Source: an optimization exercise on an open RTL-to-GDS flow (aim: small area, a short achievable clock period and few clock cycles). Production flows keep margins and buffers that such runs may drop. No activity file was given, so power comes from the tool's default toggle rates.

// bgfc_rx
module bgfc_rx (
    input  wire        clk,
    input  wire        rst,
    input  wire        unknown_fatal,
    input  wire        rx_valid,
    input  wire [7:0]  rx_data,
    output wire        rx_ready,
    input  wire        reg_valid,
    input  wire        reg_unreg,
    input  wire [1:0]  reg_dir,
    input  wire [7:0]  reg_class,
    input  wire [7:0]  reg_cmd,
    input  wire [7:0]  reg_tag,
    output reg         reg_done,
    output reg         reg_err,
    output reg         fld_valid,
    output reg  [3:0]  fld_index,
    output reg  [3:0]  fld_type,
    output reg         fld_elem,
    output reg  [47:0] fld_data,
    output reg         done_valid,
    output wire [3:0]  done_status,
    output wire        done_event,
    output wire [7:0]  done_class,
    output wire [7:0]  done_cmd,
    output wire [10:0] done_len,
    output reg         done_handled,
    output reg  [7:0]  done_tag,
    output wire [10:0] done_cur,
    output wire [3:0]  done_fidx,
    output reg  [8:0]  done_need,
    output wire        halted
);
clock: 7.0 ns
lec_check: 0
cap_margin: 20
core_margin: 2
core_utilization: 40
cts_cluster_diameter: 60
cts_cluster_size: 25
setup_slack_margin: 4.5
slew_margin: 20
standard.sh (not shown) runs the stock make flow with config.mk's settings and CLKGATE_MAP_FILE= SYNTH_SCRIPT=/design/flow/synth_recipe.tcl, a recipe that flattens the netlist after the stock synthesis.
==> flow/flow/run.sh <==
#!/bin/bash
set -euo pipefail
export BUFFER_PORTS_ARGS="-buffer_cell sky130_fd_sc_hd__buf_1"
export CTS_ARGS="-sink_clustering_enable -repair_clock_nets -sink_clustering_size 25 -sink_clustering_max_diameter 60 -sink_clustering_levels 1"
bash standard.sh > standard.log 2>&1
Rerun with:
--- a/flow/design.v
+++ b/flow/design.v
@@ -260,14 +260,15 @@
     reg  [2:0] lh_t;
     reg        ev;
     reg  [10:0] len;
     reg  [7:0] cls, cmd;
     reg        z;                       
     reg  [1:0] hit2;
     wire       hit = |hit2;
+    reg  [11:0] cd;                     
     reg        st_mal, st_unk;          
     reg  [4:0] idx;
     reg        err;
     reg  [3:0] ty;                      
     reg  [3:0] fidx;
     reg  [3:0] dfidx;                   
     reg  [2:0] bp;                      
@@ -297,18 +298,18 @@
     assign done_cur    = cur;
     assign done_fidx   = dfidx;
     wire [1:0] lk_hit;
     wire       lk_nop1, lk_nop2, lk_e21;
     wire [4:0] lk_idx;
     wire [3:0] lk_t0;
     wire [2:0] lk_place;
-    wire [11:0] cd;                     
+    wire [11:0] cd_n;
     bgfc_catalog_class u_class (
-        .class_id (cls),
-        .cd       (cd)
+        .class_id (reg_valid ? reg_class : ib),
+        .cd       (cd_n)
     );
     bgfc_catalog_lookup u_lookup (
         .is_event   (ev_t),
         .cd         (cd),
         .command_id (ib),
         .rot        (ph + 3'd1),
         .place      (lk_place),
@@ -373,18 +374,18 @@
             ev  <= ev_t;
             len <= {lh_t, ib};
         end
         if (iv & h2)
             cls <= ib;
         if (iv & h3)
             cmd <= ib;
-        if (reg_valid) begin
+        if ((iv & h2) | reg_valid)
+            cd <= cd_n;
+        if (reg_valid)
             ev_t <= reg_dir[1];
-            cls  <= reg_class;
-        end
         if (rst) begin
             h0 <= 1'b1; h1 <= 1'b0; h2 <= 1'b0; h3 <= 1'b0; pl <= 1'b0;
         end else if (iv) begin
             if (h0) begin h0 <= 1'b0; h1 <= 1'b1; end
             if (h1) begin h1 <= 1'b0; h2 <= 1'b1; end
             if (h2) begin h2 <= 1'b0; h3 <= 1'b1; end
             if (h3) begin h3 <= 1'b0; if (z) h0 <= 1'b1; else pl <= 1'b1; end
The changed run ran to the end with no violations.
Synthesized area rose by a few percent.
Fmax rose by a few percent.
Combinational power rose by a quarter to a third.
Wire length fell slightly.
Synthesized cell count rose by a few percent.
Cell area rose by a few percent.
Utilization fell by 0.29 points.
Non-clock buffer count rose by 5.
Function was not checked in any run of this note: the RTL went through the layout flow alone.

========
quartz:
Another version of the RTL of bgfc_rx (not shown whole).
For scale: roughly 1900 cells after synthesis, roughly 490 flip-flops, roughly 170 I/O pins, ~19000 sq um of cells after synthesis.
==> flow/config.mk <==
export PLATFORM = sky130hd
export DESIGN_NAME = bgfc_rx
export DESIGN_NICKNAME = bgfc_rx
export VERILOG_FILES = /design/flow/design.v
export SDC_FILE = /design/flow/constraint.sdc
export NUM_CORES = 4
export LEC_CHECK = 0
export CAP_MARGIN = 20
export CORE_MARGIN = 2
export CORE_UTILIZATION = 40
export CTS_CLUSTER_DIAMETER = 60
export CTS_CLUSTER_SIZE = 25
export SETUP_SLACK_MARGIN = 4.5
export SLEW_MARGIN = 20
==> flow/constraint.sdc <==
create_clock -name core_clock -period 7.0 [get_ports {clk}]
set_input_delay 1.4000 -clock core_clock [delete_from_list [all_inputs] [get_ports {clk}]]
set_output_delay 1.4000 -clock core_clock [all_outputs]
set_load 0.01 [all_outputs]
Scripts as last shown in full above: flow/flow/run.sh
The following lists how onyx was set up differently from quartz:
--- a/flow/design.v
+++ b/flow/design.v
@@ -257,25 +257,27 @@
     assign rx_ready = rdy;
     reg        h0, h1, h2, h3, pl;      
     reg        ev_t;                    
     reg  [2:0] lh_t;
     reg        ev;
     reg  [10:0] len;
     reg  [7:0] cls, cmd;
     reg        z;                       
     reg  [1:0] hit2;
     wire       hit = |hit2;
+    reg  [11:0] cd;                     
     reg        st_mal, st_unk;          
     reg  [4:0] idx;
     reg        err;
     reg  [3:0] ty;                      
     reg  [3:0] fidx;
+    reg  [3:0] dfidx;                   
     reg  [5:1] bt;                      
     wire [6:0] btx = {1'b0, bt, 1'b1};
     reg        abody;                   
     reg  [7:0] acnt;                    
     reg  [10:0] rem;                    
     reg  [10:0] cur;                    
     reg        inc;                     
     reg        npend;                   
     reg        spend;                   
     reg        n2;                      
@@ -288,30 +290,30 @@
     reg  [4:0] pos;                     
     reg        rw;                      
     reg  [3:0] wgo;                     
     assign halted      = hlt;
     assign done_status = {1'b0, st_mal, st_unk, st_unk};
     assign done_event  = ev;
     assign done_class  = cls;
     assign done_cmd    = cmd;
     assign done_len    = len;
     assign done_cur    = cur;
-    assign done_fidx   = fidx;
+    assign done_fidx   = dfidx;
     wire [1:0] lk_hit;
     wire       lk_nop1, lk_nop2, lk_e21;
     wire [4:0] lk_idx;
     wire [3:0] lk_t0;
     wire [2:0] lk_place;
-    wire [11:0] cd;                     
+    wire [11:0] cd_n;
     bgfc_catalog_class u_class (
-        .class_id (cls),
-        .cd       (cd)
+        .class_id (reg_valid ? reg_class : ib),
+        .cd       (cd_n)
     );
     bgfc_catalog_lookup u_lookup (
         .is_event   (ev_t),
         .cd         (cd),
         .command_id (ib),
         .rot        (ph + 3'd1),
         .place      (lk_place),
         .hit        (lk_hit),
         .idx        (lk_idx),
         .t0         (lk_t0),
@@ -370,24 +372,24 @@
             lh_t <= ib[2:0];
         end
         if (iv & h1) begin
             ev  <= ev_t;
             len <= {lh_t, ib};
         end
         if (iv & h2)
             cls <= ib;
         if (iv & h3)
             cmd <= ib;
-        if (reg_valid) begin
+        if ((iv & h2) | reg_valid)
+            cd <= cd_n;
+        if (reg_valid)
             ev_t <= reg_dir[1];
-            cls  <= reg_class;
-        end
         if (rst) begin
             h0 <= 1'b1; h1 <= 1'b0; h2 <= 1'b0; h3 <= 1'b0; pl <= 1'b0;
         end else if (iv) begin
             if (h0) begin h0 <= 1'b0; h1 <= 1'b1; end
             if (h1) begin h1 <= 1'b0; h2 <= 1'b1; end
             if (h2) begin h2 <= 1'b0; h3 <= 1'b1; end
             if (h3) begin h3 <= 1'b0; if (z) h0 <= 1'b1; else pl <= 1'b1; end
             if (pl & last) begin pl <= 1'b0; h0 <= 1'b1; end
         end
         if (iv & h1) begin
@@ -475,20 +477,21 @@
             fld_index <= {3'd0, n2};
             fld_type  <= T_NOPAY;
             fld_elem  <= 1'b0;
         end
         fld_data <= fd_n;
         spend     <= ~rst & pb & npend;
         n2        <= ~rst & iv & h3 & z & lk_nop2;
         fld_valid <= ~rst & (e_done | d_cnt | spend | (iv & h3 & z & nop_cls) | n2);
         fin        <= ~rst & ((pb & last) | (iv & h3 & z));
         done_valid <= ~rst & fin;
+        dfidx      <= fidx;
         st_mal     <= hit & (err | f_err);
         st_unk     <= ~hit;
         done_handled <= sv[pos];
         done_tag     <= st[pos];
         if (rst)
             hlt <= 1'b0;
         else if (fin & ~hit & unknown_fatal)
             hlt <= 1'b1;
         if (rst)
             rdy <= 1'b1;
### Flow results
Going from quartz to onyx, post-synthesis instance area saw an increase, total power saw an increase, area growth from synthesis to final layout saw a decrease, wire length saw little to no change, clock network latency to the later pin of the worst-skew pair saw a decrease.
No functional check of the RTL was part of any run of this note.

static timing again, ports no longer ideal:
The results above use ideal ports. As a check the final layouts listed here were re-extracted and re-timed, cells and wires unchanged.
Step 1 (the two cells are an assumption about what drives the block):
set clk [get_ports {clk}]
set_driving_cell -lib_cell sky130_fd_sc_hd__clkbuf_16 $clk
set_driving_cell -lib_cell sky130_fd_sc_hd__buf_2 [delete_from_list [all_inputs] $clk]
Step 2 moves the port delays by t, midway between the first and last clock arrival at a register: inputs arrive t later, outputs are due t later. That takes back most of the time a late clock gives input paths.
a / b / c = no drivers / after step 1 / after step 2; a / b = the first two.
run	shift t [ns]	slack for setup (ns)	slew at the worst register clock pin (ns)	worst data-port slew with drivers (ns)
the first run of note 1	0.623	4.371 / 4.323 / 4.238	0.10 / 0.10	0.08
the second run of note 1	0.637	4.463 / 4.405 / 4.137	0.09 / 0.09	0.08
quartz	0.627	4.374 / 4.319 / 4.251	0.10 / 0.10	0.09
onyx	0.623	4.438 / 4.380 / 4.256	0.10 / 0.10	0.07
After both steps setup and hold are still met in every run listed. For the second run of note 1, which loses most, drivers alone change the setup slack by -0.058 ns; drivers and shift together by -0.326 ns.
